What follows belongs to an exercise in optimizing a design on an open flow for small area; a production flow would make more cautious choices. Only simulation tests tie the RTL to the original design; equivalence was not proved. In runs 4 to 7 the design's own scripts or RTL, not TritonCTS, make the clock network. The flow treats the clock pin as an ideal source. Dropping or thinning the clock tree relies on that and would not hold on a real chip. Power is estimated from default activity; no workload was simulated.

--- design/flow/flow/run.sh ---
#!/bin/bash
# Layout flow: the standard flow (standard.sh) with these changes.
#  1. After the standard synthesis, its combinational logic is re-mapped
#     for area (flow/remap.sh): every flip-flop instance of the standard
#     netlist is kept as it is (same names, same cells); only the gates
#     between them are re-optimised by ABC (&deepsyn, then area mapping),
#     trying a few random seeds and keeping the smallest result.
#  2. Port buffers are sky130_fd_sc_hd__buf_1.
#  3. The clock tree uses clkbuf_4 buffers and no dummy loads.
#  4. After floorplanning every combinational cell gets the smallest drive
#     of its family (flow/downsize.tcl); the standard repair steps then
#     upsize or buffer wherever slew, load or timing require.
# Each tool's output goes to a log file of its own in this folder.
set -euo pipefail
here=$(pwd)
res="$here/orfs/results/${FLOW_PLATFORM}/rfid_frame_decoder/base"

export BUFFER_PORTS_ARGS="-buffer_cell sky130_fd_sc_hd__buf_1"
export CTS_ARGS="-sink_clustering_enable -repair_clock_nets -dont_use_dummy_load -buf_list sky130_fd_sc_hd__clkbuf_4"
export POST_FLOORPLAN_TCL="$here/flow/downsize.tcl"

bash standard.sh synth > "$here/synth.log" 2>&1
bash "$here/flow/remap.sh" "$res/1_2_yosys.v" > "$here/remap.log" 2>&1
rm -f "$res/1_synth.odb" "$res/1_synth.sdc"
bash standard.sh finish > "$here/standard.log" 2>&1
--- design/flow/flow/dont_use.txt ---
sky130_fd_sc_hd__probe_p_8
sky130_fd_sc_hd__probec_p_8
sky130_fd_sc_hd__lpflow_bleeder_1
sky130_fd_sc_hd__lpflow_clkbufkapwr_1
sky130_fd_sc_hd__lpflow_clkbufkapwr_16
sky130_fd_sc_hd__lpflow_clkbufkapwr_2
sky130_fd_sc_hd__lpflow_clkbufkapwr_4
sky130_fd_sc_hd__lpflow_clkbufkapwr_8
sky130_fd_sc_hd__lpflow_clkinvkapwr_1
sky130_fd_sc_hd__lpflow_clkinvkapwr_16
sky130_fd_sc_hd__lpflow_clkinvkapwr_2
sky130_fd_sc_hd__lpflow_clkinvkapwr_4
sky130_fd_sc_hd__lpflow_clkinvkapwr_8
sky130_fd_sc_hd__lpflow_decapkapwr_12
sky130_fd_sc_hd__lpflow_decapkapwr_3
sky130_fd_sc_hd__lpflow_decapkapwr_4
sky130_fd_sc_hd__lpflow_decapkapwr_6
sky130_fd_sc_hd__lpflow_decapkapwr_8
sky130_fd_sc_hd__lpflow_inputiso0n_1
sky130_fd_sc_hd__lpflow_inputiso0p_1
sky130_fd_sc_hd__lpflow_inputiso1n_1
sky130_fd_sc_hd__lpflow_inputiso1p_1
sky130_fd_sc_hd__lpflow_inputisolatch_1
sky130_fd_sc_hd__lpflow_isobufsrc_1
sky130_fd_sc_hd__lpflow_isobufsrc_16
sky130_fd_sc_hd__lpflow_isobufsrc_2
sky130_fd_sc_hd__lpflow_isobufsrc_4
sky130_fd_sc_hd__lpflow_isobufsrc_8
sky130_fd_sc_hd__lpflow_isobufsrckapwr_16
sky130_fd_sc_hd__lpflow_lsbuf_lh_hl_isowell_tap_1
sky130_fd_sc_hd__lpflow_lsbuf_lh_hl_isowell_tap_2
sky130_fd_sc_hd__lpflow_lsbuf_lh_hl_isowell_tap_4
sky130_fd_sc_hd__lpflow_lsbuf_lh_isowell_4
sky130_fd_sc_hd__lpflow_lsbuf_lh_isowell_tap_1
sky130_fd_sc_hd__lpflow_lsbuf_lh_isowell_tap_2
sky130_fd_sc_hd__lpflow_lsbuf_lh_isowell_tap_4
sky130_fd_sc_hd__fill_1
sky130_fd_sc_hd__fill_2
sky130_fd_sc_hd__fill_4
sky130_fd_sc_hd__fill_8
--- design/flow/flow/downsize.tcl ---
# Give every combinational cell the smallest drive strength of its family;
# the later repair steps upsize or buffer wherever slew, load or timing need it.
set n 0
foreach inst [get_cells *] {
  set ref [get_property $inst ref_name]
  if {![regexp {^(sky130_fd_sc_hd__[a-z0-9]+)_([0-9]+)$} $ref -> fam drv]} continue
  if {[regexp {df|dl|sdf|edf|tap|fill|decap|conb|clkbuf|clkinv} $fam]} continue
  set best ""
  set barea 1e9
  foreach lc [get_lib_cells ${fam}_*] {
    set nm [get_name $lc]
    if {![regexp "^${fam}_\[0-9\]+\$" $nm]} continue
    if {[catch {get_property $lc dont_use} du] == 0 && $du} continue
    set a [get_property $lc area]
    if {$a < $barea - 1e-6} { set barea $a; set best $nm }
  }
  if {$best ne "" && $best ne $ref} {
    if {$barea < [get_property [get_lib_cells $ref] area] - 1e-6} {
      replace_cell $inst $best
      incr n
    }
  }
}
puts "downsize: replaced $n cells"
--- design/flow/flow/remap.sh ---
#!/bin/bash
# remap.sh NETLIST: re-map the combinational logic of a standard synthesis
# netlist for area, keeping every flip-flop instance unchanged. The
# original is kept as NETLIST.standard; NETLIST is replaced by the best
# result if one is smaller.
set -euo pipefail
net=$1
here=$(pwd)
lib="$FLOW_HOME/platforms/$FLOW_PLATFORM/lib/sky130_fd_sc_hd__tt_025C_1v80.lib"
du=$(sed 's/^/-dont_use /' "$here/flow/dont_use.txt" | tr '\n' ' ')
work="$here/remap"
mkdir -p "$work"
cp "$net" "$net.standard"

area_of() {
  cat > "$work/area.ys" <<EOY
read_liberty -lib $lib
read_verilog $1
hierarchy -top $FLOW_TOP
tee -o $work/area.txt stat -liberty $lib
EOY
  yosys -q "$work/area.ys" > /dev/null 2>&1
  grep -i "chip area" "$work/area.txt" | awk '{print $NF}'
}

best=$(area_of "$net.standard")
bestf="$net.standard"
echo "standard netlist area: $best"
for seed in 0 1 2 3 4 5 6 7; do
  cat > "$work/s$seed.abc" <<EOA
strash
&get -n
&deepsyn -S $seed -J 100 -T 60
&put
dch -f
map -a
EOA
  cat > "$work/s$seed.ys" <<EOY
read_liberty -ignore_miss_func $lib
read_verilog $net.standard
hierarchy -top $FLOW_TOP
blackbox sky130_fd_sc_hd__*df* sky130_fd_sc_hd__*dl*
flatten
opt_clean
abc -liberty $lib -script $work/s$seed.abc $du
opt_clean -purge
hilomap -singleton -hicell sky130_fd_sc_hd__conb_1 HI -locell sky130_fd_sc_hd__conb_1 LO
splitnets
opt_clean -purge
rename -hide w:*.*
check -assert
write_verilog -noattr -noexpr -nohex -nodec $work/s$seed.v
EOY
  if yosys -q "$work/s$seed.ys" > "$work/s$seed.log" 2>&1; then
    a=$(area_of "$work/s$seed.v")
    echo "seed $seed: area $a"
    if awk -v a="$a" -v b="$best" 'BEGIN{exit !(a < b)}'; then best=$a; bestf="$work/s$seed.v"; fi
  else
    echo "seed $seed: failed"
  fi
done
echo "using $bestf (area $best)"
cp "$bestf" "$net"
--- design/flow/standard.sh ---
#!/bin/bash
# synth_recipe.tcl (not shown) runs the flow's synth.tcl, then flattens the netlist and writes it again
# the make line also repeats each setting of config.mk as NAME=value (left out here)
make -C /OpenROAD-flow-scripts/flow DESIGN_CONFIG=/design/flow/config.mk WORK_HOME=/design/flow/orfs CLKGATE_MAP_FILE= SYNTH_SCRIPT=/design/flow/synth_recipe.tcl "${@:-finish}"
--- design/flow/config.mk ---
export PLATFORM = sky130hd
export DESIGN_NAME = rfid_frame_decoder
export DESIGN_NICKNAME = rfid_frame_decoder
export VERILOG_FILES = /design/flow/design.v
export SDC_FILE = /design/flow/constraint.sdc
export NUM_CORES = 4
export LEC_CHECK = 0
export CAP_MARGIN = 0
export CORE_MARGIN = 2
export CORE_UTILIZATION = 60
export SLEW_MARGIN = 0
--- design/flow/constraint.sdc ---
create_clock -name core_clock -period 5.0 [get_ports {clk}]
set_input_delay 1.0000 -clock core_clock [delete_from_list [all_inputs] [get_ports {clk}]]
set_output_delay 1.0000 -clock core_clock [all_outputs]
set_load 0.01 [all_outputs]
--- design/flow/design.v ---
module rfid_frame_decoder (
    input  wire        clk,
    input  wire        rst,       
    input  wire        start,
    input  wire        line_in,
    output reg         busy,
    output wire        done,
    output wire [2:0]  result,
    output wire [39:0] id_out
);
    localparam [2:0] R_NONE     = 3'd0,
                     R_OK       = 3'd1,
                     R_NOCARR   = 3'd2,
                     R_FRAMING  = 3'd3,
                     R_HDR_TO   = 3'd4,
                     R_ROWPAR   = 3'd5,
                     R_COLPAR   = 3'd6,
                     R_TIMEOUT  = 3'd7;
    reg        w;         
    reg        hd;        
    reg [9:0]  cntq;      
    reg [3:0]  row;       
    reg [2:0]  col;       
    reg        dat;       
    reg        rowpar;    
    reg [3:0]  colpar;    
    reg [39:0] idn;       
    localparam [9:0] CPOL = 10'b1010101010;
    wire [9:0] cnt = cntq ^ CPOL;
    wire c_to  = cnt[0] & cnt[1] & cnt[3] & cnt[4] & cnt[5] & cnt[7] & !cnt[8];
    wire c_chk = cnt[1] & cnt[6] & cnt[7];
    localparam [3:0] ROW_START = 4'b0101;
    wire [3:0] row_next  = {row[2:0], row[0] ^ row[3]};
    wire carrier   = row[0] & row[2];               
    wire hdr_last  = row[0] & !row[2] & !row[3];    
    wire row10     = !row[1] & !row[2];             
    wire col4   = col[2] & !col[0];
    wire [2:0] col_next = {col[1:0], !col[2]};
    wire edge_   = line_in ^ dat;
    wire seg_end = w ? (edge_ | c_to) : c_chk;
    wire ok = (result == R_OK);
    assign result = busy ? R_NONE : col;
    assign done   = !busy && hd;
    assign id_out = ~idn & {40{ok}};
    reg       fin;
    reg [2:0] code;
    always @* begin
        fin  = 1'b0;
        code = R_OK;
        if (w) begin
            if (!edge_ && c_to) begin
                fin  = 1'b1;
                code = hd ? (carrier ? R_NOCARR : R_HDR_TO)
                          : (row10 ? R_TIMEOUT : R_ROWPAR);
            end else if (edge_ && !hd && col4) begin
                if (row10) begin
                    fin  = 1'b1;
                    code = (|colpar) ? R_COLPAR : R_OK;
                end else if (rowpar) begin
                    fin  = 1'b1;
                    code = R_ROWPAR;
                end
            end
        end else if (c_chk && hd && !line_in) begin
            fin  = 1'b1;
            code = R_FRAMING;
        end
    end
    always @(posedge clk) begin
        if (!busy) begin
            w      <= 1'b1;
            cntq   <= CPOL;
            row    <= ROW_START;
            dat    <= 1'b1;
            rowpar <= 1'b0;
            colpar <= 4'd0;
        end else begin
            cntq <= (seg_end ? 10'd0 : {cnt[8:0], ~(cnt[9] ^ cnt[0])}) ^ CPOL;
            if (seg_end) begin
                if (w) begin
                    w <= 1'b0;
                    if (!hd) begin
                        if (col4) begin
                            row <= row_next;
                            col <= 3'd0;
                        end else begin
                            col <= col_next;
                        end
                    end
                end else begin
                    dat <= line_in;
                    if (hd) begin
                        row <= row_next;
                        if (hdr_last)
                            hd <= 1'b0;       
                        else
                            w <= 1'b1;
                    end else begin
                        w      <= 1'b1;
                        rowpar <= rowpar ^ line_in;
                        if (!col4)
                            colpar <= {colpar[2:0], colpar[3] ^ line_in};
                    end
                end
            end
        end
        if (rst) begin
            busy <= 1'b0;
            col  <= R_NONE;
            hd   <= 1'b0;
        end else if (!busy) begin
            busy <= start;
            hd   <= start;
            if (start) col <= 3'd0;
        end else if (fin) begin
            busy <= 1'b0;
            col  <= code;
            hd   <= 1'b1;
        end
        if (busy && !w && c_chk && !hd && !col4 && !row10)
            idn <= {idn[38:0], ~line_in};
    end
endmodule
==> flow_metrics.tcl, run 1 <==
set metrics [dict create \
    synth_top_cell_area_share_pct 46.74 \
    max_freq_mhz 305.3 \
    synthSimpleGateAreaFrac_pct 19.18 \
    worstPathRequired_ns 4.00 \
    cts_num_sinks 66 \
    final_area_um2 2850 \
    htree_levels 3 \
    synth_flop_cell "edfxtp_1" \
    cts_tree "yes" \
    grt.overflow.total 0 \
    n_antenna_cell 0 \
    synth_top_family_by_area "simple AND/OR/NAND/NOR gates" \
    io_pins 49 \
    synth_area_leaders "edfxtp_1, dfxtp_1, nor2_1, mux2i_1, nand2_1" \
    rows 23 \
    async_flop_share_pct 0 \
    path_clk_slew_ns 0.09 \
    yosysSeqAreaShare_pct 66.99 \
    hold_buffers 0 \
    min_to "cntq[3]" \
    met3WireLength_um 272 \
    placed_area_um2 2783 \
    synth_xor_xnor_area_share_pct 1.363 \
    min_path_cells 1 \
    dieArea_um2 4823 \
    route.detailed.drc 0 \
    syn_area_um2 2570 \
    met2_length_um 1990 \
    clockRootBuffer "clkbuf_4" \
    cts_buffers 9 \
    die_w_um 69.45 \
    cts.repair_timing.setup_buffer_count 0 \
    reg2reg_from "cntq[1]" \
    finalCritPeriodShare_pct 65.51 \
    avgRoutedWirePerCell_um 14.21 \
    r2r_slack_ns 2.27 \
    synth_mux_area_share_pct 3.554 \
    rsz0062_at_grt "no" \
    synth_nets 224 \
    drt-total-wl_um 4547 \
    r2r-end "idn[29]" \
    die_h_um 69.45 \
    finClkSkew_ns 0.01931 \
    finalPower_mw 0.8431 \
    cts.repair.resized 0 \
    finalWeightedCongestion 0.8041 \
    port_buffers 48 \
    status "no timing/DRC/antenna violations" \
    p_leak_nw 0.9905 \
    crit_slowest_cell "nand2_1" \
    worstHoldStart "cntq[2]" \
    ant_nets 0 \
    synth_top_area_cell "edfxtp_1" \
    maxSlewViolCount 0 \
    vias 1704 \
    setup_tns_ns 0 \
    vias_per_cell 5.325 \
    grt_pass1_vias 1555 \
    end_kind "primary output" \
    start_kind "flip-flop" \
    ir_drop_uv 161.7 \
    highest_layer "met4" \
    grt_pass1_wl_um 7465 \
    worst_slew_pin_slew_ns 1.200 \
    synth_seq_cells 66 \
    cpPeakStageDelay_ns 0.68 \
    crit_chain "buf_4 > nor2b_1 > nand2_1 > nor2_1 > buf_1" \
    synth-compound-area-share_pct 7.011 \
    first_pass_iters 4 \
    synth_area_per_cell_um2 11.68 \
    place_hpwl_um 3015 \
    ys_warn_count 1 \
    cts_buffer_depth 2 \
    antenna_found_initial 0 \
    hold_viol 0 \
    syn_inst 220 \
    globalRouteTotalUtil_pct 19.88 \
    yosysUniqueCellTypes 42 \
    period_needed_ns 3.275 \
    clk-insertion-delay-late_ns 0.38 \
    hp-class "flip-flop to flip-flop" \
    final_nets 276 \
    drive_above_1_share_pct 4.815 \
    crit_type "flip-flop to primary output" \
    grt_max_degree 41 \
    cp_max_fo 40 \
    synth_edf_count 40 \
    power_density_nw_per_um2 295.8 \
    design.core.area_um2 4058 \
    drv_cap 0 \
    reg2reg_depth 4 \
    drtIter0Drc 152 \
    wl_met1_um 2264 \
    start_util_pct 63.34 \
    synth_fa_ha_area_share_pct 0 \
    max-slew-margin-rel_pct 19.80 \
    syn2layout_area_growth_pct 10.91 \
    nFillCells 315 \
    critPathArrivalTime_ns 2.28 \
    cp-startpoint "busy" \
    setup_violations 0 \
]
[state kept, by name (all words and copies together), names as in the netlist]
name / flops
busy: 1
cntq: 10
col: 3
colpar: 4
dat: 1
hd: 1
idn: 40
row: 4
rowpar: 1
w: 1
[layer usage]
| layer | up-vias | track usage, % |
|---|---|---|
| met5 | - | 0 |
| met4 | 0 | 8.497 |
| met3 | 2 | 7.413 |
| li1 | 872 | - |
| met1 | 781 | 28.54 |
| met2 | 49 | 27.14 |
[final cells by class]
| type | count | area (um2) | share of cell area, % |
|---|---|---|---|
| multi-input combinational | 141 | 792.0 | 27.79 |
| tap | 50 | 62.56 | 2.195 |
| sequential | 66 | 1722 | 60.40 |
| inverter | 5 | 18.77 | 0.6585 |
| clock buffer | 9 | 67.56 | 2.371 |
| timing repair buffer | 49 | 187.7 | 6.585 |
[worst max-delay path by stage]
stage | endpoint | slack, ns
global placement | id_out[8] | 2.13
finish | id_out[8] | 1.72
global route | id_out[38] | 1.47
detailed placement | id_out[8] | 2.06
CTS | id_out[8] | 1.65
floorplan | idn[0] | 2.42
[cells in the mapped netlist (2+ instances only)]
cell,n
nand2_1,15
and3b_1,2
or3_1,3
nor2_1,53
o21bai_1,2
nor3_1,2
edfxtp_1,40
nand3_1,6
a21oi_1,3
a21o_1,2
inv_1,5
clkbuf_1,8
nand4_1,2
mux2i_1,8
dfxtp_1,26
xnor2_1,4
o31a_1,2
nor2b_1,9
o211ai_1,2
o21ai_0,4
[layout by cell type, fill, tap and decap left out, drive strengths merged, types with 5 or more instances in the layout]
| master | Yosys | layout |
|---|---|---|
| dfxtp | 26 | 26 |
| inv | 5 | 5 |
| nor2b | 9 | 9 |
| edfxtp | 40 | 40 |
| nor2 | 53 | 53 |
| nand2 | 15 | 15 |
| nand3 | 6 | 6 |
| mux2i | 8 | 8 |
| clkbuf | 8 | 9 |
| buf | 0 | 49 |
[worst max-delay path: cells and delay by family, from the launching register on]
| kind | cells | cell delay, ns |
|---|---|---|
| flops | 1 | 0.30 |
| buf+inv | 2 | 0.40 |
| simple gates | 3 | 1.21 |
[kinds of logic after synthesis]
logic type      after synthesis
buf+inv                      13
compound gates               25
simple gates                103
flops                        66
xor+xnor                      4
mux                           9
[stage by stage]
step | hold WS [ns] | setup WS [ns] | instances | util [%]
global placement | 0.3522 | 2.125 | 311 | 68.58
CTS | 0.3812 | 1.645 | 320 | 70.24
detailed placement | 0.3495 | 2.062 | 311 | 68.58
global route | 0.3916 | 1.469 | 320 | 70.24
floorplan | 0.3434 | 2.416 | 220 | -
finish | 0.3802 | 1.725 | 320 | 70.24
[report_power, final]
part           switching (mW)  internal, mW  total (mW)
Clock                   0.150        0.0837       0.234
Sequential            0.00380         0.572       0.576
Combinational          0.0207        0.0123      0.0330
Total                   0.175         0.668       0.843
==> run 2, diff against run 1 <==
--- a/design/flow/flow/remap.sh
+++ b/design/flow/flow/remap.sh
@@ -48,10 +48,14 @@
 splitnets
 opt_clean -purge
 rename -hide w:*.*
-check -assert
 write_verilog -noattr -noexpr -nohex -nodec $work/s$seed.v
+design -reset
+read_liberty -lib $lib
+read_verilog $work/s$seed.v
+hierarchy -check -top $FLOW_TOP
+check -assert -mapped
 EOY
-  if yosys -q "$work/s$seed.ys" > "$work/s$seed.log" 2>&1; then
+  if yosys "$work/s$seed.ys" > "$work/s$seed.log" 2>&1; then
     a=$(area_of "$work/s$seed.v")
     echo "seed $seed: area $a"
     if awk -v a="$a" -v b="$best" 'BEGIN{exit !(a < b)}'; then best=$a; bestf="$work/s$seed.v"; fi
==> run 2 against run 1 <==
Still clean; global-route usage up 1.7 points; die area down 6.6%; non-clock buffer count unchanged; register-to-register slack improved by 0.22 ns; synthesized cell count unchanged; power is 1.8% higher; maximum frequency increased by 22%; clock-buffer cell count did not move; sequential share of layout area is 3.1 points higher; synthesized area is 7.0% lower; setup slack improved by 0.60 ns; clock skew increased by 0.0056 ns; critical path type unchanged; critical endpoint is now id_out[6]; highest routed layer unchanged.
==> flow_metrics.tcl, run 2 <==
set metrics [dict create \
    antenna_found_initial 0 \
    avgRoutedWirePerCell_um 13.02 \
    port_buffers 48 \
    drv_cap 0 \
    setup_violations 0 \
    htree_levels 3 \
    ant_nets 0 \
    max-slew-margin-rel_pct 32.32 \
    grt_pass1_vias 1534 \
    finalWeightedCongestion 0.9412 \
    seq_area_um2 1722 \
    syn_inst 220 \
    final_common_cell "nor2_1" \
    status "no timing/DRC/antenna violations" \
    multiInputGateArea_um2 570.5 \
    cp_max_fo 40 \
    intPower_mw 0.6696 \
    power_switching_mw 0.1887 \
    drive_above_1_share_pct 4.317 \
    grt.overflow.total 0 \
    grt_pass1_wl_um 6831 \
    die_w_um 67.11 \
    crit_slowest_cell "dfxtp_1" \
    reg2reg_depth 4 \
    ys_warn_count 1 \
    cts.repair_timing.setup_buffer_count 0 \
    setup_tns_ns 0 \
    syn_area_um2 2390 \
    ir_drop_uv 251.5 \
    start_util_pct 63.84 \
    period_needed_ns 2.676 \
    first_pass_iters 4 \
    end_kind "primary output" \
    cts.repair.resized 0 \
    critPathArrivalTime_ns 1.68 \
    cpPeakStageDelay_ns 0.50 \
    worst_slew_pin_slew_ns 1.013 \
    final_util_pct 72.46 \
    p_clk_share_pct 27.7 \
    cts_tree "yes" \
    nFillCells 294 \
    p_leak_nw 0.9183 \
    finClkSkew_ns 0.02494 \
    rsz0062_at_grt "no" \
    synth_nets 224 \
    min_path_cells 1 \
    place_hpwl_um 2971 \
    largest_reg_flops 40 \
    max_freq_mhz 373.7 \
    reg2reg_from "busy" \
    clk-insertion-delay-late_ns 0.39 \
    hp-class "flip-flop to flip-flop" \
    drt-total-wl_um 4246 \
    globalRouteTotalUtil_pct 21.63 \
    start_kind "flip-flop" \
    final_nets 284 \
    finalCritPeriodShare_pct 53.52 \
    grt_max_degree 41 \
    hold_buffers 0 \
    worstHoldStart "cntq[2]" \
    syn2layout_area_growth_pct 13.51 \
    mostFrequentLayoutCells "nor2_1, buf_1, edfxtp_1" \
    cts_buffer_depth 2 \
    placed_cells 317 \
    netSwitchingFraction_pct 21.98 \
    drtIter0Drc 96 \
    max_flop_register "idn" \
    die_h_um 67.11 \
    io_pins 49 \
    vias_per_cell 5.248 \
    power_frac_seq_pct 67.4 \
    maxSlewViolCount 0 \
    biggestRegsByFlops "idn x40, cntq x10" \
    pwr-share-comb_pct 4.9 \
    hold_viol 0 \
    cp-startpoint "busy" \
    fin_cells 326 \
    n_antenna_cell 0 \
    design.core.area_um2 3744 \
    cts_num_sinks 66 \
    path_clk_slew_ns 0.09 \
    hold_ws_ns 0.3780 \
    clockRootBuffer "clkbuf_4" \
    finalPower_mw 0.8583 \
    crit_top_cell "nor2_1" \
    crit_chain "nor2_1 > nand3_1 > buf_4 > nor2_1 > buf_1" \
    crit_type "flip-flop to primary output" \
    cts_buffers 9 \
    power_density_nw_per_um2 316.4 \
    vias 1711 \
    rows 22 \
    dieArea_um2 4504 \
    route.detailed.drc 0 \
    synth_area_per_cell_um2 10.86 \
    worstPathRequired_ns 4.00 \
]
==> run 2: critical path: cells and delay by family, from the launching register on <==
kind	cells	cell delay (ns)
AND/OR/NAND/NOR	3	0.29
buffers and inverters	2	0.48
flip-flops	1	0.50
==> run 2: worst paths after layout <==
check / endpoint / slack, ns
worst min register to register: cntq[3] / 0.38
worst max register to register: idn[6] / 2.49
worst max-delay path: id_out[6] / 2.32
worst min-delay path: cntq[3] / 0.38
==> run 2: power by group through the flow <==
stage                     Sequential, mW  Clock, mW  Combinational, mW
after floorplan                    0.590          0             0.0282
after detailed placement           0.591          0             0.0420
final                              0.578      0.238             0.0420
after CTS                          0.578      0.244             0.0420
after global routing               0.579      0.263             0.0475
after global placement             0.591          0             0.0411
==> run 2: per-stage QoR <==
stage                     area, um2  setup WS, ns
after floorplan                2390         1.785
after CTS                      2713         2.318
final                          2713         2.324
after global placement         2645         2.193
after detailed placement       2645         2.068
after global routing           2713         2.157
==> run 2: area by class of cell <==
cell class	instances	share of cell area (%)
multi-input combinational	126	21.03
sequential	66	63.47
timing repair buffer	49	6.919
tap	48	2.214
inverter	28	3.875
clock buffer	9	2.491
==> run 2: layer usage <==
layer  global-route usage, %  part of all wire (%)
met1                   27.63                    46
met2                   33.66                    46
met3                   8.108                   7.0
met4                   8.418                   1.5
met5                       0                     0
==> run 3, diff against run 2 <==
--- a/design/flow/flow/remap.sh
+++ b/design/flow/flow/remap.sh
@@ -26,42 +26,42 @@
 best=$(area_of "$net.standard")
 bestf="$net.standard"
 echo "standard netlist area: $best"
-for seed in 0 1 2 3 4 5 6 7; do
-  cat > "$work/s$seed.abc" <<EOA
-strash
-&get -n
-&deepsyn -S $seed -J 100 -T 60
-&put
-dch -f
-map -a
-EOA
-  cat > "$work/s$seed.ys" <<EOY
+i=0
+for seed in 0 1 2 3 4 5; do
+ for mapper in "dch -f|map -a" "dch -f|&get -n|&nf -R 1000 -E 100|&put" "dch -f|&get -n|&nf -R 1000 -p|&put"; do
+  i=$((i+1))
+  {
+    printf 'strash\n&get -n\n&deepsyn -S %s -J 100 -T 60\n&put\n' "$seed"
+    echo "$mapper" | tr '|' '\n'
+  } > "$work/s$i.abc"
+  cat > "$work/s$i.ys" <<EOY
 read_liberty -ignore_miss_func $lib
 read_verilog $net.standard
 hierarchy -top $FLOW_TOP
 blackbox sky130_fd_sc_hd__*df* sky130_fd_sc_hd__*dl*
 flatten
 opt_clean
-abc -liberty $lib -script $work/s$seed.abc $du
+abc -liberty $lib -script $work/s$i.abc $du
 opt_clean -purge
 hilomap -singleton -hicell sky130_fd_sc_hd__conb_1 HI -locell sky130_fd_sc_hd__conb_1 LO
 splitnets
 opt_clean -purge
 rename -hide w:*.*
-write_verilog -noattr -noexpr -nohex -nodec $work/s$seed.v
+write_verilog -noattr -noexpr -nohex -nodec $work/s$i.v
 design -reset
 read_liberty -lib $lib
-read_verilog $work/s$seed.v
+read_verilog $work/s$i.v
 hierarchy -check -top $FLOW_TOP
 check -assert -mapped
 EOY
-  if yosys "$work/s$seed.ys" > "$work/s$seed.log" 2>&1; then
-    a=$(area_of "$work/s$seed.v")
-    echo "seed $seed: area $a"
-    if awk -v a="$a" -v b="$best" 'BEGIN{exit !(a < b)}'; then best=$a; bestf="$work/s$seed.v"; fi
+  if yosys "$work/s$i.ys" > "$work/s$i.log" 2>&1; then
+    a=$(area_of "$work/s$i.v")
+    echo "seed $seed, $mapper: area $a"
+    if awk -v a="$a" -v b="$best" 'BEGIN{exit !(a < b)}'; then best=$a; bestf="$work/s$i.v"; fi
   else
-    echo "seed $seed: failed"
+    echo "seed $seed, $mapper: failed"
   fi
+ done
 done
 echo "using $bestf (area $best)"
 cp "$bestf" "$net"
==> run 3 against run 2 <==
First-iteration DRC count is 21% higher; register-to-register slack worse by 0.24 ns; sequential share of layout area is 0.62 points higher; via count is 2.1% lower; setup slack worse by 0.65 ns; clock-buffer cell count stayed put; still clean.
==> flow_metrics.tcl, run 3 <==
set metrics [dict create \
    gr-usage-met2_pct 32.75 \
    dieArea_um2 4470 \
    rows 22 \
    start_kind "flip-flop" \
    intPower_mw 0.6702 \
    end_kind "primary output" \
    design.core.area_um2 3744 \
    die_h_um 66.86 \
    status "no timing/DRC/antenna violations" \
    start_util_pct 63.34 \
    p_leak_nw 0.9166 \
    pwr-share-comb_pct 4.8 \
    reg2reg_depth 3 \
    max_freq_mhz 300.6 \
    ys_warn_count 1 \
    ant_nets 0 \
    die_w_um 66.86 \
    setup_tns_ns 0 \
    drv_cap 0 \
    io_pins 49 \
    ir_drop_uv 201.0 \
    synth_area_per_cell_um2 11.91 \
    finalWeightedCongestion 0.9011 \
    period_needed_ns 3.326 \
    cts_num_sinks 66 \
    cp-startpoint "busy" \
    fin_cells 304 \
    final_common_cell "nor2_1" \
    worst_slew_pin_slew_ns 1.197 \
    critPathArrivalTime_ns 2.33 \
    port_buffers 48 \
    route.detailed.drc 0 \
    mostFrequentLayoutCells "nor2_1, buf_1, edfxtp_1" \
    path_clk_slew_ns 0.10 \
    hold_viol 0 \
    first_pass_iters 4 \
    r2r-end "idn[24]" \
    max-slew-margin-rel_pct 20.00 \
    worstHoldStart "cntq[2]" \
    place_hpwl_um 3000 \
    drt-total-wl_um 4352 \
    synth_nets 203 \
    power_frac_seq_pct 67.6 \
    largest_reg_flops 40 \
    finalCritPeriodShare_pct 66.53 \
    clk-insertion-delay-late_ns 0.38 \
    crit_type "flip-flop to primary output" \
    biggestRegsByFlops "idn x40, cntq x10" \
    gr-max-usage-layer "met2" \
    grt_max_degree 41 \
    avgRoutedWirePerCell_um 14.32 \
    cts.repair.resized 0 \
    cp_max_fo 40 \
    power_switching_mw 0.1868 \
    cts_buffers 9 \
    finClkSkew_ns 0.02087 \
    r2r_slack_ns 2.25 \
    reg2reg_from "busy" \
    syn_inst 199 \
    drive_above_1_share_pct 3.906 \
    globalRouteTotalUtil_pct 21.09 \
    htree_levels 3 \
    hold_ws_ns 0.3740 \
    syn2layout_area_growth_pct 13.30 \
    vias 1675 \
    grt_pass1_wl_um 6720 \
    worstPathRequired_ns 4.00 \
    grt_pass1_vias 1494 \
    setup_violations 0 \
    netSwitchingFraction_pct 21.79 \
    syn_area_um2 2371 \
    antenna_found_initial 0 \
    cts.repair_timing.setup_buffer_count 0 \
    rsz0062_at_grt "no" \
    power_density_nw_per_um2 319.0 \
    cts_buffer_depth 2 \
    grt.overflow.total 0 \
    final_nets 262 \
    drtIter0Drc 116 \
    hold_buffers 0 \
    clockRootBuffer "clkbuf_4" \
    placed_cells 295 \
    use_met1_pct 25.87 \
    hp-class "flip-flop to flip-flop" \
    use_met3_pct 5.574 \
    maxSlewViolCount 0 \
    cp-endpoint "id_out[2]" \
    n_antenna_cell 0 \
    vias_per_cell 5.510 \
    p_clk_share_pct 27.7 \
    max_flop_register "idn" \
    cts_tree "yes" \
]
[run 3: worst min path at each step]
stage | endpoint | slack (ns) | cells past startpoint
after global placement | cntq[3] | 0.35 | 1
after detailed placement | cntq[3] | 0.35 | 1
after global routing | cntq[3] | 0.40 | 1
after floorplan | cntq[3] | 0.34 | 1
after CTS | cntq[3] | 0.38 | 1
final | cntq[3] | 0.37 | 1
[run 3: stage by stage]
stage                     total power, mW  utilization (%)  setup slack, ns  cell area [um2]
after floorplan                    0.6173                -            1.554             2371
final                              0.8570            71.76            1.674             2686
after CTS                          0.8600            71.76            1.653             2686
after global routing               0.8883            71.76            1.455             2686
after global placement             0.6303            69.95            2.149             2619
after detailed placement           0.6322            69.95            1.978             2619
[run 3: critical path: stages (launching register included)]
cell	delay, ns
dfxtp_1	0.63
nor2b_1	0.13
nand2_1	0.90
nor2_1	0.12
buf_1	0.18
[run 3: area by class of cell]
class | count | area [um2]
Sequential cell | 66 | 1722
Fill cell | 285 | 1057
Multi-Input combinational cell | 125 | 626.9
Timing Repair Buffer | 48 | 180.2
Clock buffer | 9 | 67.56
Tap cell | 48 | 60.06
Inverter | 8 | 30.03
[run 3: layer usage]
metal,share of wire [%],routed length [um]
met1,44,1910
met2,47,2055
met3,5.8,252
met4,3.0,132
met5,0,0
[run 3: power groups by stage]
| stage | sequential, mW | clock [mW] | combinational, mW |
|---|---|---|---|
| 2_1_floorplan | 0.591 | 0 | 0.0268 |
| 3_3_place_gp | 0.591 | 0 | 0.0388 |
| 3_5_place_dp | 0.592 | 0 | 0.0405 |
| 4_1_cts | 0.579 | 0.240 | 0.0406 |
| 5_1_grt | 0.580 | 0.263 | 0.0456 |
| 6_report | 0.579 | 0.237 | 0.0407 |
==> run 4, diff against run 3 <==
--- a/design/flow/flow/run.sh
+++ b/design/flow/flow/run.sh
@@ -6,7 +6,8 @@
 #     between them are re-optimised by ABC (&deepsyn, then area mapping),
 #     trying a few random seeds and keeping the smallest result.
 #  2. Port buffers are sky130_fd_sc_hd__buf_1.
-#  3. The clock tree uses clkbuf_4 buffers and no dummy loads.
+#  3. The clock tree is built by flow/manual_cts.tcl: the clock port drives
+#     two clkbuf_16, each driving one placement cluster of flip-flops.
 #  4. After floorplanning every combinational cell gets the smallest drive
 #     of its family (flow/downsize.tcl); the standard repair steps then
 #     upsize or buffer wherever slew, load or timing require.
@@ -16,7 +17,7 @@
 res="$here/orfs/results/${FLOW_PLATFORM}/rfid_frame_decoder/base"
 
 export BUFFER_PORTS_ARGS="-buffer_cell sky130_fd_sc_hd__buf_1"
-export CTS_ARGS="-sink_clustering_enable -repair_clock_nets -dont_use_dummy_load -buf_list sky130_fd_sc_hd__clkbuf_4"
+export PRE_CTS_TCL="$here/flow/manual_cts.tcl"
 export POST_FLOORPLAN_TCL="$here/flow/downsize.tcl"
 
 bash standard.sh synth > "$here/synth.log" 2>&1
==> design/flow/flow/manual_cts.tcl (new file) <==
set cts_cell sky130_fd_sc_hd__clkbuf_16
set cts_nbuf 2

proc manual_cts {cell nbuf} {
  set block [ord::get_db_block]
  set db [ord::get_db]
  set clknet [$block findNet clk]
  set master [$db findMaster $cell]
  set sinks {}
  foreach it [$clknet getITerms] {
    set inst [$it getInst]
    set bb [$inst getBBox]
    lappend sinks [list $it [expr {([$bb xMin]+[$bb xMax])/2}] [expr {([$bb yMin]+[$bb yMax])/2}]]
  }
  set n [llength $sinks]
  set sorted [lsort -real -index 1 $sinks]
  set centers {}
  for {set k 0} {$k < $nbuf} {incr k} {
    set s [lindex $sorted [expr {int(($k + 0.5) * $n / $nbuf)}]]
    lappend centers [list [lindex $s 1] [lindex $s 2]]
  }
  for {set iter 0} {$iter < 50} {incr iter} {
    set groups {}
    for {set k 0} {$k < $nbuf} {incr k} { lappend groups {} }
    foreach s $sinks {
      set best 0; set bd 1e30
      for {set k 0} {$k < $nbuf} {incr k} {
        set c [lindex $centers $k]
        set d [expr {abs([lindex $s 1]-[lindex $c 0]) + abs([lindex $s 2]-[lindex $c 1])}]
        if {$d < $bd} { set bd $d; set best $k }
      }
      lset groups $best [concat [lindex $groups $best] [list $s]]
    }
    set centers {}
    foreach g $groups {
      set sx 0; set sy 0
      foreach s $g { set sx [expr {$sx + [lindex $s 1]}]; set sy [expr {$sy + [lindex $s 2]}] }
      set m [llength $g]
      if {$m == 0} { set m 1 }
      lappend centers [list [expr {int($sx / $m)}] [expr {int($sy / $m)}]]
    }
  }
  for {set k 0} {$k < $nbuf} {incr k} {
    set g [lindex $groups $k]
    if {[llength $g] == 0} continue
    set buf [odb::dbInst_create $block $master "clkbuf_m_$k"]
    set net [odb::dbNet_create $block "clknet_m_$k"]
    $net setSigType CLOCK
    foreach s $g { set it [lindex $s 0]; $it disconnect; $it connect $net }
    [$buf findITerm A] connect $clknet
    [$buf findITerm X] connect $net
    set c [lindex $centers $k]
    $buf setLocation [lindex $c 0] [lindex $c 1]
    $buf setPlacementStatus PLACED
    puts "manual_cts: $cell clkbuf_m_$k drives [llength $g] sinks"
  }
  $clknet setSigType CLOCK
}

manual_cts $cts_cell $cts_nbuf
set_propagated_clock [all_clocks]
rename clock_tree_synthesis _tritoncts_unused
proc clock_tree_synthesis {args} {
  puts "clock_tree_synthesis skipped: clock buffers were placed by flow/manual_cts.tcl"
}
==> run 4 against run 3 <==
Still clean; sequential power barely moved; worst hold slack barely moved; global-route usage fell by 2.9 points; sequential cell count did not move; via count fell by 3.8%; critical path depth did not move; combinational power barely moved; routed wire length fell by 5.1%; setup slack improved by 0.20 ns; sequential share of layout area rose by 0.42 points; synthesized cell count did not move; first-iteration DRC count fell by 6.0%; largest power group unchanged.
==> flow_metrics.tcl, run 4 <==
set metrics [dict create \
    synth_area_per_cell_um2 11.91 \
    end_kind "primary output" \
    ir_drop_uv 232.8 \
    dieArea_um2 4470 \
    grt_pass1_vias 1451 \
    ys_warn_count 1 \
    p_leak_nw 0.8998 \
    biggestRegsByFlops "idn x40, cntq x10" \
    reg2reg_from "busy" \
    reg2reg_depth 3 \
    path_clk_slew_ns 0.10 \
    antenna_found_initial 0 \
    cpPeakStageDelay_ns 0.88 \
    cp-endpoint "id_out[2]" \
    finalWeightedCongestion 0.9011 \
    max-slew-margin-rel_pct 21.02 \
    final_common_cell "nor2_1" \
    rsz0062_at_grt "no" \
    nFillCells 289 \
    ant_nets 0 \
    power_density_nw_per_um2 304.1 \
    syn2layout_area_growth_pct 12.56 \
    drtIter0Drc 109 \
    crit_slowest_cell "nand2_1" \
    route.detailed.drc 0 \
    io_pins 49 \
    path_delay_family "simple AND/OR/NAND/NOR gates" \
    r2r-end "idn[1]" \
    maxSlewViolCount 0 \
    place_hpwl_um 3000 \
    n_antenna_cell 0 \
    globalRouteTotalUtil_pct 18.22 \
    drt-total-wl_um 4128 \
    cp_num_cells 4 \
    vias 1611 \
    path_buf_inv 1 \
    cp-startpoint "busy" \
    avgRoutedWirePerCell_um 13.90 \
    cts.repair.resized 0 \
    start_util_pct 63.34 \
    syn_inst 199 \
    die_w_um 66.86 \
    design.core.area_um2 3744 \
    first_pass_iters 4 \
    hold_viol 0 \
    syn_area_um2 2371 \
    cp_max_fo 40 \
    clk-insertion-delay-late_ns 0.18 \
    die_h_um 66.86 \
    finalCritPeriodShare_pct 62.49 \
    crit_chain "nor2b_1 > nand2_1 > nor2_1 > buf_1" \
    setup_violations 0 \
    grt.overflow.total 0 \
    multiInputGateArea_um2 626.9 \
    period_needed_ns 3.124 \
    setup_tns_ns 0 \
    cts.repair_timing.setup_buffer_count 0 \
    grt_pass1_wl_um 6403 \
    finClkSkew_ns 0.02090 \
    max_flop_register "idn" \
    hp-class "flip-flop to flip-flop" \
    hold_ws_ns 0.3743 \
    status "no timing/DRC/antenna violations" \
    vias_per_cell 5.424 \
    max_freq_mhz 320.1 \
    crit_type "flip-flop to primary output" \
    final_nets 255 \
    drive_above_1_share_pct 1.205 \
    seq_area_um2 1722 \
    hold_buffers 0 \
    synth_nets 203 \
    largest_reg_flops 40 \
    port_buffers 48 \
    drv_cap 0 \
    start_kind "flip-flop" \
    r2r_slack_ns 2.24 \
    worstPathRequired_ns 4.00 \
    mostFrequentLayoutCells "nor2_1, buf_1, edfxtp_1" \
    rows 22 \
    worst_slew_pin_slew_ns 1.182 \
    grt_max_degree 41 \
    critPathArrivalTime_ns 2.12 \
]
## run 4: metal layers
layer	wire length, um	global-route usage (%)	vias up
li1	-	-	796
met1	1807	23.44	747
met2	2000	32.88	56
met3	222	1.858	12
met4	98	4.847	0
met5	0	0	-
## run 4: per-stage QoR
step	cell area, um2	total power, mW	instances	util (%)	setup slack (ns)
2_1_floorplan	2371	0.6173	199	-	1.554
3_3_place_gp	2619	0.6303	295	69.95	2.149
3_5_place_dp	2619	0.6322	295	69.95	1.978
4_1_cts	2669	0.8167	297	71.29	1.860
5_1_grt	2669	0.8393	297	71.29	1.655
6_report	2669	0.8116	297	71.29	1.876
## run 4: final cells by class
type	instances	share of cell area, %
Inverter	8	1.125
Buffer	2	1.875
Timing Repair Buffer	48	6.751
Multi-Input combinational cell	125	23.49
Sequential cell	66	64.51
Tap cell	48	2.250
## run 4: report_power, final
group          internal (mW)  switching [mW]  leakage, nW
sequential             0.574         0.00566        0.570
clock                 0.0744           0.117       0.0246
combinational         0.0130          0.0276        0.305
total                  0.661           0.151        0.900
## run 4: how the worst min path moves through the flow
stage | startpoint | to | slack (ns) | cells after the start
2_1_floorplan | cntq[2] | cntq[3] | 0.34 | 1
3_3_place_gp | cntq[2] | cntq[3] | 0.35 | 1
3_5_place_dp | cntq[2] | cntq[3] | 0.35 | 1
4_1_cts | cntq[2] | cntq[3] | 0.38 | 1
5_1_grt | cntq[2] | cntq[3] | 0.40 | 1
6_report | cntq[2] | cntq[3] | 0.37 | 1
==> run 5, diff against run 4 <==
--- a/design/flow/flow/run.sh
+++ b/design/flow/flow/run.sh
@@ -7,7 +7,7 @@
 #     trying a few random seeds and keeping the smallest result.
 #  2. Port buffers are sky130_fd_sc_hd__buf_1.
 #  3. The clock tree is built by flow/manual_cts.tcl: the clock port drives
-#     two clkbuf_16, each driving one placement cluster of flip-flops.
+#     four clkbuf_8, each driving one placement cluster of flip-flops.
 #  4. After floorplanning every combinational cell gets the smallest drive
 #     of its family (flow/downsize.tcl); the standard repair steps then
 #     upsize or buffer wherever slew, load or timing require.
--- a/design/flow/flow/manual_cts.tcl
+++ b/design/flow/flow/manual_cts.tcl
@@ -1,5 +1,5 @@
-set cts_cell sky130_fd_sc_hd__clkbuf_16
-set cts_nbuf 2
+set cts_cell sky130_fd_sc_hd__clkbuf_8
+set cts_nbuf 4
 
 proc manual_cts {cell nbuf} {
   set block [ord::get_db_block]
==> run 5 against run 4 <==
Via count up 1.9%; first-iteration DRC count up 16%; clock skew up 0.018 ns; global-route usage up 0.36 points; setup slack better by 0.041 ns; sequential cell count unchanged; cell area up 0.19%; utilization up 0.13 points; critical endpoint unchanged; still clean on timing, DRC and antenna; maximum frequency up 1.3%; worst hold slack about the same.
==> flow_metrics.tcl, run 5 <==
set metrics [dict create \
    status "no timing/DRC/antenna violations" \
    setup_tns_ns 0 \
    port_buffers 48 \
    netSwitchingFraction_pct 18.83 \
    path_buf_inv 1 \
    cts.repair_timing.setup_buffer_count 0 \
    drtIter0Drc 126 \
    crit_chain "nor2b_1 > nand2_1 > nor2_1 > buf_1" \
    worstHoldStart "cntq[2]" \
    nFillCells 287 \
    cp_max_fo 40 \
    syn_area_um2 2371 \
    drive_above_1_share_pct 1.992 \
    path_delay_family "simple AND/OR/NAND/NOR gates" \
    syn2layout_area_growth_pct 12.77 \
    die_h_um 66.86 \
    max_freq_mhz 324.3 \
    hold_ws_ns 0.3747 \
    mostFrequentLayoutCells "nor2_1, buf_1, edfxtp_1" \
    min_path_cells 1 \
    drv_cap 0 \
    worst_slew_pin_slew_ns 1.187 \
    place_hpwl_um 3000 \
    power_frac_seq_pct 71.2 \
    rsz0062_at_grt "no" \
    critPathArrivalTime_ns 2.08 \
    route.detailed.drc 0 \
    n_antenna_cell 0 \
    vias 1642 \
    first_pass_iters 4 \
    path_clk_slew_ns 0.10 \
    grt.overflow.total 0 \
    hold_viol 0 \
    r2r-end "idn[21]" \
    finalWeightedCongestion 0.9011 \
    crit_type "flip-flop to primary output" \
    rows 22 \
    grt_pass1_wl_um 6492 \
    power_switching_mw 0.1533 \
    maxSlewViolCount 0 \
    setup_violations 0 \
    ant_nets 0 \
    hold_buffers 0 \
    final_util_pct 71.42 \
    syn_inst 199 \
    finalCritPeriodShare_pct 61.67 \
    synth_nets 203 \
    dieArea_um2 4470 \
    cts.repair.resized 0 \
    pwr-share-comb_pct 5.0 \
    finClkSkew_ns 0.03848 \
    max-slew-margin-rel_pct 20.70 \
    biggestRegsByFlops "idn x40, cntq x10" \
    r2r_slack_ns 2.29 \
    intPower_mw 0.6607 \
    power_density_nw_per_um2 304.4 \
    avgRoutedWirePerCell_um 13.97 \
    max_flop_register "idn" \
    cpPeakStageDelay_ns 0.88 \
    largest_reg_flops 40 \
    final_common_cell "nor2_1" \
    vias_per_cell 5.492 \
    end_kind "primary output" \
    grt_pass1_vias 1466 \
    hp-class "flip-flop to flip-flop" \
    p_clk_share_pct 23.8 \
    final_nets 257 \
    io_pins 49 \
    synth_area_per_cell_um2 11.91 \
    crit_slowest_cell "nand2_1" \
    clk-insertion-delay-late_ns 0.16 \
    drt-total-wl_um 4176 \
    ys_warn_count 1 \
    reg2reg_from "busy" \
    design.core.area_um2 3744 \
    period_needed_ns 3.083 \
    min_to "cntq[3]" \
    grt_max_degree 41 \
    ir_drop_uv 225.0 \
    globalRouteTotalUtil_pct 18.58 \
    start_kind "flip-flop" \
    start_util_pct 63.34 \
    antenna_found_initial 0 \
    reg2reg_depth 3 \
    worstPathRequired_ns 4.00 \
    die_w_um 66.86 \
    p_leak_nw 0.9039 \
]
run 5: metal layers:
| metal | track usage [%] | wire (um) | up-vias |
|---|---|---|---|
| met5 | 0 | 0 | - |
| met3 | 2.196 | 243 | 16 |
| li1 | - | - | 801 |
| met2 | 32.13 | 1983 | 60 |
| met4 | 6.122 | 131 | 0 |
| met1 | 24.45 | 1817 | 765 |
run 5: layout make-up:
class | instances | area (um2) | share of cell area, %
Timing Repair Buffer | 48 | 180.2 | 6.738
Tap cell | 48 | 60.06 | 2.246
Buffer | 4 | 55.05 | 2.059
Sequential cell | 66 | 1722 | 64.39
Multi-Input combinational cell | 125 | 626.9 | 23.44
Inverter | 8 | 30.03 | 1.123
run 5: metrics by stage:
stage          instance area, um2  cells  total power [mW]  setup WS (ns)
2_1_floorplan                2371    199            0.6173          1.554
3_3_place_gp                 2619    295            0.6303          2.149
3_5_place_dp                 2619    295            0.6322          1.978
4_1_cts                      2674    299            0.8134          1.905
5_1_grt                      2674    299            0.8406          1.702
6_report                     2674    299            0.8140          1.917
run 5: worst max-delay path by stage:
stage	from	to	depth (start not counted)
after global routing	busy	id_out[2]	4
after CTS	busy	id_out[2]	4
after detailed placement	line_in	col[1]	9
final	busy	id_out[2]	4
after floorplan	busy	idn[0]	3
after global placement	busy	id_out[19]	4
run 5: power groups by stage:
| stage | Clock, mW | Combinational (mW) | Sequential (mW) |
|---|---|---|---|
| after floorplan | 0 | 0.0268 | 0.591 |
| final | 0.194 | 0.0406 | 0.579 |
| after global routing | 0.215 | 0.0457 | 0.580 |
| after detailed placement | 0 | 0.0405 | 0.592 |
| after global placement | 0 | 0.0388 | 0.591 |
| after CTS | 0.194 | 0.0406 | 0.579 |
==> run 6, diff against run 5 <==
--- a/design/flow/design.v
+++ b/design/flow/design.v
@@ -3,7 +3,7 @@
     input  wire        rst,       
     input  wire        start,
     input  wire        line_in,
-    output reg         busy,
+    output wire        busy,
     output wire        done,
     output wire [2:0]  result,
     output wire [39:0] id_out
@@ -17,7 +17,6 @@
                      R_COLPAR   = 3'd6,
                      R_TIMEOUT  = 3'd7;
     reg        w;         
-    reg        hd;        
     reg [9:0]  cntq;      
     reg [3:0]  row;       
     reg [2:0]  col;       
@@ -31,16 +30,18 @@
     wire c_chk = cnt[1] & cnt[6] & cnt[7];
     localparam [3:0] ROW_START = 4'b0101;
     wire [3:0] row_next  = {row[2:0], row[0] ^ row[3]};
+    assign busy = |row;
     wire carrier   = row[0] & row[2];               
     wire hdr_last  = row[0] & !row[2] & !row[3];    
     wire row10     = !row[1] & !row[2];             
-    wire col4   = col[2] & !col[0];
+    wire hd     = col[2] & !col[1];   
+    wire col4   = col[1] & !col[0];   
     wire [2:0] col_next = {col[1:0], !col[2]};
     wire edge_   = line_in ^ dat;
     wire seg_end = w ? (edge_ | c_to) : c_chk;
     wire ok = (result == R_OK);
     assign result = busy ? R_NONE : col;
-    assign done   = !busy && hd;
+    assign done   = !busy && !w;
     assign id_out = ~idn & {40{ok}};
     reg       fin;
     reg [2:0] code;
@@ -68,9 +69,7 @@
     end
     always @(posedge clk) begin
         if (!busy) begin
-            w      <= 1'b1;
             cntq   <= CPOL;
-            row    <= ROW_START;
             dat    <= 1'b1;
             rowpar <= 1'b0;
             colpar <= 4'd0;
@@ -78,7 +77,6 @@
             cntq <= (seg_end ? 10'd0 : {cnt[8:0], ~(cnt[9] ^ cnt[0])}) ^ CPOL;
             if (seg_end) begin
                 if (w) begin
-                    w <= 1'b0;
                     if (!hd) begin
                         if (col4) begin
                             row <= row_next;
@@ -92,11 +90,8 @@
                     if (hd) begin
                         row <= row_next;
                         if (hdr_last)
-                            hd <= 1'b0;       
-                        else
-                            w <= 1'b1;
+                            col <= 3'd0;      
                     end else begin
-                        w      <= 1'b1;
                         rowpar <= rowpar ^ line_in;
                         if (!col4)
                             colpar <= {colpar[2:0], colpar[3] ^ line_in};
@@ -105,17 +100,19 @@
             end
         end
         if (rst) begin
-            busy <= 1'b0;
+            row  <= 4'd0;
             col  <= R_NONE;
-            hd   <= 1'b0;
+            w    <= 1'b1;
         end else if (!busy) begin
-            busy <= start;
-            hd   <= start;
-            if (start) col <= 3'd0;
+            row  <= start ? ROW_START : 4'd0;
+            w    <= 1'b1;
+            if (start) col <= 3'b100;
         end else if (fin) begin
-            busy <= 1'b0;
+            row  <= 4'd0;
             col  <= code;
-            hd   <= 1'b1;
+            w    <= 1'b0;
+        end else if (seg_end) begin
+            w <= !w && !(hd && hdr_last);
         end
         if (busy && !w && c_chk && !hd && !col4 && !row10)
             idn <= {idn[38:0], ~line_in};
--- a/design/flow/flow/run.sh
+++ b/design/flow/flow/run.sh
@@ -7,7 +7,9 @@
 #     trying a few random seeds and keeping the smallest result.
 #  2. Port buffers are sky130_fd_sc_hd__buf_1.
 #  3. The clock tree is built by flow/manual_cts.tcl: the clock port drives
-#     four clkbuf_8, each driving one placement cluster of flip-flops.
+#     two clkbuf_16 or four clkbuf_8, each driving one placement cluster of
+#     flip-flops, whichever is smaller and keeps the clock pin slew low;
+#     otherwise TritonCTS with clkbuf_4 buffers and no dummy loads.
 #  4. After floorplanning every combinational cell gets the smallest drive
 #     of its family (flow/downsize.tcl); the standard repair steps then
 #     upsize or buffer wherever slew, load or timing require.
@@ -18,6 +20,7 @@
 
 export BUFFER_PORTS_ARGS="-buffer_cell sky130_fd_sc_hd__buf_1"
 export PRE_CTS_TCL="$here/flow/manual_cts.tcl"
+export CTS_ARGS="-sink_clustering_enable -repair_clock_nets -dont_use_dummy_load -buf_list sky130_fd_sc_hd__clkbuf_4"
 export POST_FLOORPLAN_TCL="$here/flow/downsize.tcl"
 
 bash standard.sh synth > "$here/synth.log" 2>&1
--- a/design/flow/flow/manual_cts.tcl
+++ b/design/flow/flow/manual_cts.tcl
@@ -1,5 +1,8 @@
-set cts_cell sky130_fd_sc_hd__clkbuf_8
-set cts_nbuf 4
+set cts_candidates {
+  {sky130_fd_sc_hd__clkbuf_16 2}
+  {sky130_fd_sc_hd__clkbuf_8 4}
+}
+set max_clk_slew 0.115
 
 proc manual_cts {cell nbuf} {
   set block [ord::get_db_block]
@@ -57,9 +60,51 @@
   $clknet setSigType CLOCK
 }
 
-manual_cts $cts_cell $cts_nbuf
-set_propagated_clock [all_clocks]
-rename clock_tree_synthesis _tritoncts_unused
-proc clock_tree_synthesis {args} {
-  puts "clock_tree_synthesis skipped: clock buffers were placed by flow/manual_cts.tcl"
+proc undo_manual_cts {nbuf} {
+  set block [ord::get_db_block]
+  set clknet [$block findNet clk]
+  for {set k 0} {$k < $nbuf} {incr k} {
+    set buf [$block findInst "clkbuf_m_$k"]
+    set net [$block findNet "clknet_m_$k"]
+    if {$net ne "NULL" && $net ne ""} {
+      foreach it [$net getITerms] {
+        if {[$it getInst] ne $buf} { $it disconnect; $it connect $clknet }
+      }
+    }
+    if {$buf ne "NULL" && $buf ne ""} { odb::dbInst_destroy $buf }
+    if {$net ne "NULL" && $net ne ""} { odb::dbNet_destroy $net }
+  }
 }
+
+proc max_clk_pin_slew {} {
+  set mx 0
+  foreach p [get_pins -hierarchical */CLK] {
+    set s [get_property $p slew_max]
+    if {$s > $mx} { set mx $s }
+  }
+  return $mx
+}
+
+set manual_done 0
+foreach cand $cts_candidates {
+  lassign $cand cell nbuf
+  manual_cts $cell $nbuf
+  set_propagated_clock [all_clocks]
+  estimate_parasitics -placement
+  set slew [max_clk_pin_slew]
+  puts "manual_cts: $nbuf x $cell, estimated worst clock pin slew $slew"
+  if {$slew <= $max_clk_slew} {
+    set manual_done 1
+    break
+  }
+  undo_manual_cts $nbuf
+}
+
+if {$manual_done} {
+  rename clock_tree_synthesis _tritoncts_unused
+  proc clock_tree_synthesis {args} {
+    puts "clock_tree_synthesis skipped: clock buffers were placed by flow/manual_cts.tcl"
+  }
+} else {
+  puts "manual_cts: no candidate met the slew target, using TritonCTS"
+}
--- a/design/flow/config.mk
+++ b/design/flow/config.mk
@@ -8,4 +8,5 @@
 export CAP_MARGIN = 0
 export CORE_MARGIN = 2
 export CORE_UTILIZATION = 60
+export GPL_TIMING_DRIVEN = 0
 export SLEW_MARGIN = 0
==> run 6 against run 5 <==
Die area is 0.98% lower; via count up 1.5%; synthesized area fell by 1.1%; largest cell class unchanged; highest routed layer unchanged.
==> flow_metrics.tcl, run 6 <==
set metrics [dict create \
    port_buffers 48 \
    grt_pass1_wl_um 6824 \
    critPathArrivalTime_ns 3.24 \
    drt-total-wl_um 4215 \
    globalRouteTotalUtil_pct 19.53 \
    reg2reg_depth 3 \
    hold_buffers 0 \
    maxSlewViolCount 0 \
    first_pass_iters 5 \
    mostFrequentLayoutCells "nor2_1, buf_1, edfxtp_1" \
    seq_area_um2 1682 \
    max_freq_mhz 235.9 \
    min_to "cntq[3]" \
    syn_area_um2 2346 \
    p_leak_nw 0.9080 \
    setup_tns_ns 0 \
    reg2reg_from "w" \
    start_util_pct 63.13 \
    n_antenna_cell 0 \
    fin_cells 302 \
    final_common_cell "nor2_1" \
    status "no timing/DRC/antenna violations" \
    drtIter0Drc 159 \
    design.core.area_um2 3716 \
    rsz0062_at_grt "no" \
    ir_drop_uv 292.0 \
    biggestRegsByFlops "idn x40, cntq x10" \
    grt_pass1_vias 1496 \
    drive_above_1_share_pct 2.362 \
    rows 22 \
    worstPathRequired_ns 4.00 \
    placed_cells 298 \
    grt_max_degree 41 \
    vias_per_cell 5.520 \
    die_w_um 66.53 \
    min_path_cells 1 \
    drv_cap 0 \
    clk-insertion-delay-late_ns 0.16 \
    r2r-end "idn[15]" \
    start_kind "flip-flop" \
    worst_slew_pin_slew_ns 1.311 \
    final_util_pct 71.41 \
    synth_nets 205 \
    avgRoutedWirePerCell_um 13.96 \
    cp_max_fo 40 \
    synth_area_per_cell_um2 11.67 \
    hp-class "flip-flop to flip-flop" \
    largest_reg_flops 40 \
    hold_viol 0 \
    max_flop_register "idn" \
    dieArea_um2 4426 \
    period_needed_ns 4.240 \
    cts.repair.resized 0 \
    syn2layout_area_growth_pct 13.12 \
    antenna_found_initial 0 \
    vias 1667 \
    nFillCells 273 \
    finalCritPeriodShare_pct 84.80 \
    final_nets 260 \
    route.detailed.drc 0 \
    setup_violations 0 \
    crit_type "flip-flop to primary output" \
    finClkSkew_ns 0.02507 \
    max-slew-margin-rel_pct 11.39 \
    syn_inst 201 \
    multiInputGateArea_um2 660.6 \
    ant_nets 0 \
    end_kind "primary output" \
    die_h_um 66.53 \
    ys_warn_count 1 \
    finalWeightedCongestion 0.8782 \
    place_hpwl_um 3031 \
    grt.overflow.total 0 \
    power_density_nw_per_um2 328.8 \
    io_pins 49 \
    path_clk_slew_ns 0.10 \
    r2r_slack_ns 1.92 \
    cts.repair_timing.setup_buffer_count 0 \
    worstHoldStart "cntq[2]" \
]
-- run 6: cell type report --
cell class              count  area share, %
plain buffers               4          2.074
inverters                   3         0.4243
multi-input cells         134          24.89
flip-flops and latches     64          63.37
well taps                  48          2.263
repair buffers             49          6.978
-- run 6: critical path: stages (launching register included) --
cell and delay (ns):
dfxtp_1 0.36, nor4_1 0.77, buf_2 0.30, clkinv_1 0.17
nor2_1 0.25, nand2_1 0.71, nor2_1 0.33, buf_1 0.18
-- run 6: worst max path at each step --
stage,startpoint,endpoint,slack [ns],depth (start not counted)
2_1_floorplan,row[3],id_out[0],1.18,5
3_3_place_gp,row[3],id_out[24],0.52,6
3_5_place_dp,row[3],id_out[35],0.97,7
4_1_cts,row[3],id_out[35],0.76,7
5_1_grt,row[3],id_out[35],0.36,7
6_report,row[3],id_out[2],0.76,7
-- run 6: where the power goes --
part	internal (mW)	switching, mW	total [mW]
clock network	0.0738	0.114	0.188
logic	0.0342	0.0737	0.108
registers	0.564	0.0125	0.577
-- run 6: metal layers --
layer	wire length, um	share of wire (%)	vias to the layer above	track usage (%)
li1	-	-	817	-
met1	1879	45	779	26.54
met2	2016	48	68	34.75
met3	290	6.9	3	2.365
met4	27	0.64	0	2.551
met5	0	0	-	0
-- run 6: per-stage QoR --
| stage | hold WS (ns) | cell area (um2) | power (mW) | worst slack [ns] |
|---|---|---|---|---|
| 6_report | 0.3714 | 2654 | 0.8724 | 0.7600 |
| 5_1_grt | 0.3883 | 2654 | 0.9096 | 0.3587 |
| 4_1_cts | 0.3758 | 2654 | 0.8769 | 0.7650 |
| 3_5_place_dp | 0.3521 | 2599 | 0.6954 | 0.9691 |
| 3_3_place_gp | 0.3490 | 2586 | 0.6881 | 0.5169 |
| 2_1_floorplan | 0.3434 | 2346 | 0.6576 | 1.181 |
==> run 7, diff against run 6 <==
--- a/design/flow/config.mk
+++ b/design/flow/config.mk
@@ -8,5 +8,4 @@
 export CAP_MARGIN = 0
 export CORE_MARGIN = 2
 export CORE_UTILIZATION = 60
-export GPL_TIMING_DRIVEN = 0
 export SLEW_MARGIN = 0
==> run 7 against run 6 <==
Still clean; sequential power barely moved; maximum frequency rose by 18%; clock skew rose by 0.0055 ns; worst hold slack improved by 0.0056 ns; utilization rose by 0.27 points; critical path depth did not move; register-to-register slack improved by 0.87 ns; first-iteration DRC count fell by 5.7%; via count rose by 1.7%; routed wire length rose by 6.7%; final cell count rose by 0.33%; critical endpoint is now id_out[6].
==> flow_metrics.tcl, run 7 <==
set metrics [dict create \
    status "no timing/DRC/antenna violations" \
    drt-total-wl_um 4499 \
    setup_tns_ns 0 \
    reg2reg_from "w" \
    cts.repair.resized 0 \
    placed_area_um2 2609 \
    hp-class "flip-flop to flip-flop" \
    die_h_um 66.53 \
    biggestRegsByFlops "idn x40, cntq x10" \
    ys_warn_count 1 \
    drive_above_1_share_pct 2.745 \
    syn2layout_area_growth_pct 13.55 \
    finalPower_mw 0.8764 \
    finalCritPeriodShare_pct 71.97 \
    crit_type "flip-flop to primary output" \
    min_path_cells 1 \
    synth_area_per_cell_um2 11.67 \
    vias 1696 \
    n_antenna_cell 0 \
    vias_per_cell 5.597 \
    r2r_slack_ns 2.79 \
    multiInputGateArea_um2 660.6 \
    r2r-end "idn[6]" \
    rows 22 \
    path_clk_slew_ns 0.09 \
    dieArea_um2 4426 \
    grt_pass1_wl_um 7065 \
    final_common_cell "nor2_1" \
    avgRoutedWirePerCell_um 14.85 \
    drv_cap 0 \
    netSwitchingFraction_pct 23.14 \
    grt_max_degree 41 \
    clk-insertion-delay-late_ns 0.16 \
    nFillCells 263 \
    critPathArrivalTime_ns 2.60 \
    p_clk_share_pct 21.6 \
    mostFrequentLayoutCells "nor2_1, buf_1, edfxtp_1" \
    antenna_found_initial 0 \
    finalWeightedCongestion 0.8816 \
    design.core.area_um2 3716 \
    setup_violations 0 \
    maxSlewViolCount 0 \
    power_frac_seq_pct 65.9 \
    hold_viol 0 \
    hold_buffers 0 \
    worst_slew_pin_slew_ns 1.178 \
    max-slew-margin-rel_pct 21.26 \
    io_pins 49 \
    hold_ws_ns 0.3770 \
    syn_inst 201 \
    p_leak_nw 0.9144 \
    max_flop_register "idn" \
    drtIter0Drc 150 \
    rsz0062_at_grt "no" \
    final_area_um2 2664 \
    synth_nets 205 \
    ir_drop_uv 271.9 \
    grt.overflow.total 0 \
    end_kind "primary output" \
    syn_area_um2 2346 \
    power_switching_mw 0.2028 \
    power_density_nw_per_um2 329.0 \
    reg2reg_depth 4 \
    pwr-share-comb_pct 12.5 \
    seq_area_um2 1682 \
    ant_nets 0 \
    die_w_um 66.53 \
    port_buffers 48 \
    largest_reg_flops 40 \
    period_needed_ns 3.598 \
    worstHoldStart "cntq[2]" \
    max_freq_mhz 277.9 \
    route.detailed.drc 0 \
    finClkSkew_ns 0.03054 \
    globalRouteTotalUtil_pct 20.36 \
    min_to "cntq[3]" \
    start_util_pct 63.13 \
    start_kind "flip-flop" \
    grt_pass1_vias 1563 \
    intPower_mw 0.6736 \
    place_hpwl_um 3201 \
    cts.repair_timing.setup_buffer_count 0 \
    first_pass_iters 4 \
    worstPathRequired_ns 4.00 \
    cp_max_fo 40 \
    final_nets 261 \
]
## run 7: cell count changes in the layout (fill, tap and decap cells not counted)
| cell | before | now |
|---|---|---|
| buf_2 | 1 | 0 |
| buf_4 | 0 | 2 |
## run 7: per-stage QoR
step | worst slack [ns] | utilization [%] | instances
final | 1.402 | 71.68 | 303
after global placement | 1.759 | 70.20 | 299
after CTS | 1.431 | 71.68 | 303
after detailed placement | 1.592 | 70.20 | 299
after global routing | 1.110 | 71.68 | 303
after floorplan | 1.181 | - | 201
## run 7: worst max-delay path, stage by stage, from the launching register on
cell      delay [ns]
dfxtp_1         0.35
nor4_1          0.28
buf_4           0.21
clkinv_1        0.16
nor2_1          0.21
nand2_1         0.69
nor2_1          0.36
buf_1           0.19
## run 7: worst max path at each step
stage	start	endpoint	slack, ns
floorplan	row[3]	id_out[0]	1.18
global placement	row[3]	id_out[0]	1.76
detailed placement	row[3]	id_out[8]	1.59
CTS	row[3]	id_out[8]	1.43
global route	row[3]	id_out[22]	1.11
finish	row[3]	id_out[6]	1.40
## run 7: final cells by class
class	instances	share of cell area, %
plain buffers	4	2.067
repair buffers	50	7.327
multi-input cells	134	24.80
flip-flops and latches	64	63.13
inverters	3	0.4227
well taps	48	2.255
## run 7: power groups by stage
| stage | clock [mW] | sequential (mW) | combinational [mW] |
|---|---|---|---|
| floorplan | 0 | 0.585 | 0.0728 |
| global placement | 0 | 0.588 | 0.106 |
| detailed placement | 0 | 0.589 | 0.108 |
| CTS | 0.191 | 0.577 | 0.109 |
| global route | 0.209 | 0.579 | 0.122 |
| finish | 0.190 | 0.577 | 0.109 |
## run 7: routing by layer
layer,share of wire (%),global-route usage (%)
met3,6.3,2.365
met2,49,35.13
met1,44,28.30
met5,0,0
met4,1.1,3.827

static timing again, ports no longer ideal:
Ports are ideal in the flow. The routed layouts listed here were re-timed in OpenROAD. Step 1, drivers: a clkbuf_16 drives clk and a buf_2 each remaining input, both assumed. Step 2 also shifts input and output timing later by t, the mid clock arrival at the registers, as if the neighbouring blocks saw the same clock. Three values: ideal ports, drivers, drivers and shift; two values: the first two.
| run | t, ns | setup WS [ns] | worst setup path after step 2 | latest minus earliest clock arrival (ns) | worst register clock-pin slew, ns |
|---|---|---|---|---|---|
| run 1 | 0.398 | 1.725 / 1.701 / 2.085 | input to register | 0.020 / 0.020 | 0.10 / 0.10 |
| run 2 | 0.404 | 2.324 / 2.300 / 2.079 | input to register | 0.025 / 0.025 | 0.09 / 0.09 |
| run 3 | 0.397 | 1.674 / 1.649 / 1.899 | input to register | 0.021 / 0.021 | 0.10 / 0.10 |
| run 4 | 0.212 | 1.876 / 1.829 / 1.921 | input to register | 0.021 / 0.021 | 0.12 / 0.12 |
| run 5 | 0.199 | 1.917 / 1.861 / 1.953 | input to register | 0.039 / 0.038 | 0.11 / 0.11 |
| run 6 | 0.204 | 0.760 / 0.704 / 0.908 | register to output | 0.025 / 0.025 | 0.10 / 0.10 |
| run 7 | 0.197 | 1.402 / 1.347 / 1.544 | register to output | 0.030 / 0.030 | 0.10 / 0.10 |
After both steps setup and hold are still met in every run listed. The setup slack of run 2, which loses most, moves by -0.024 ns with the drivers and by -0.245 ns with both steps.
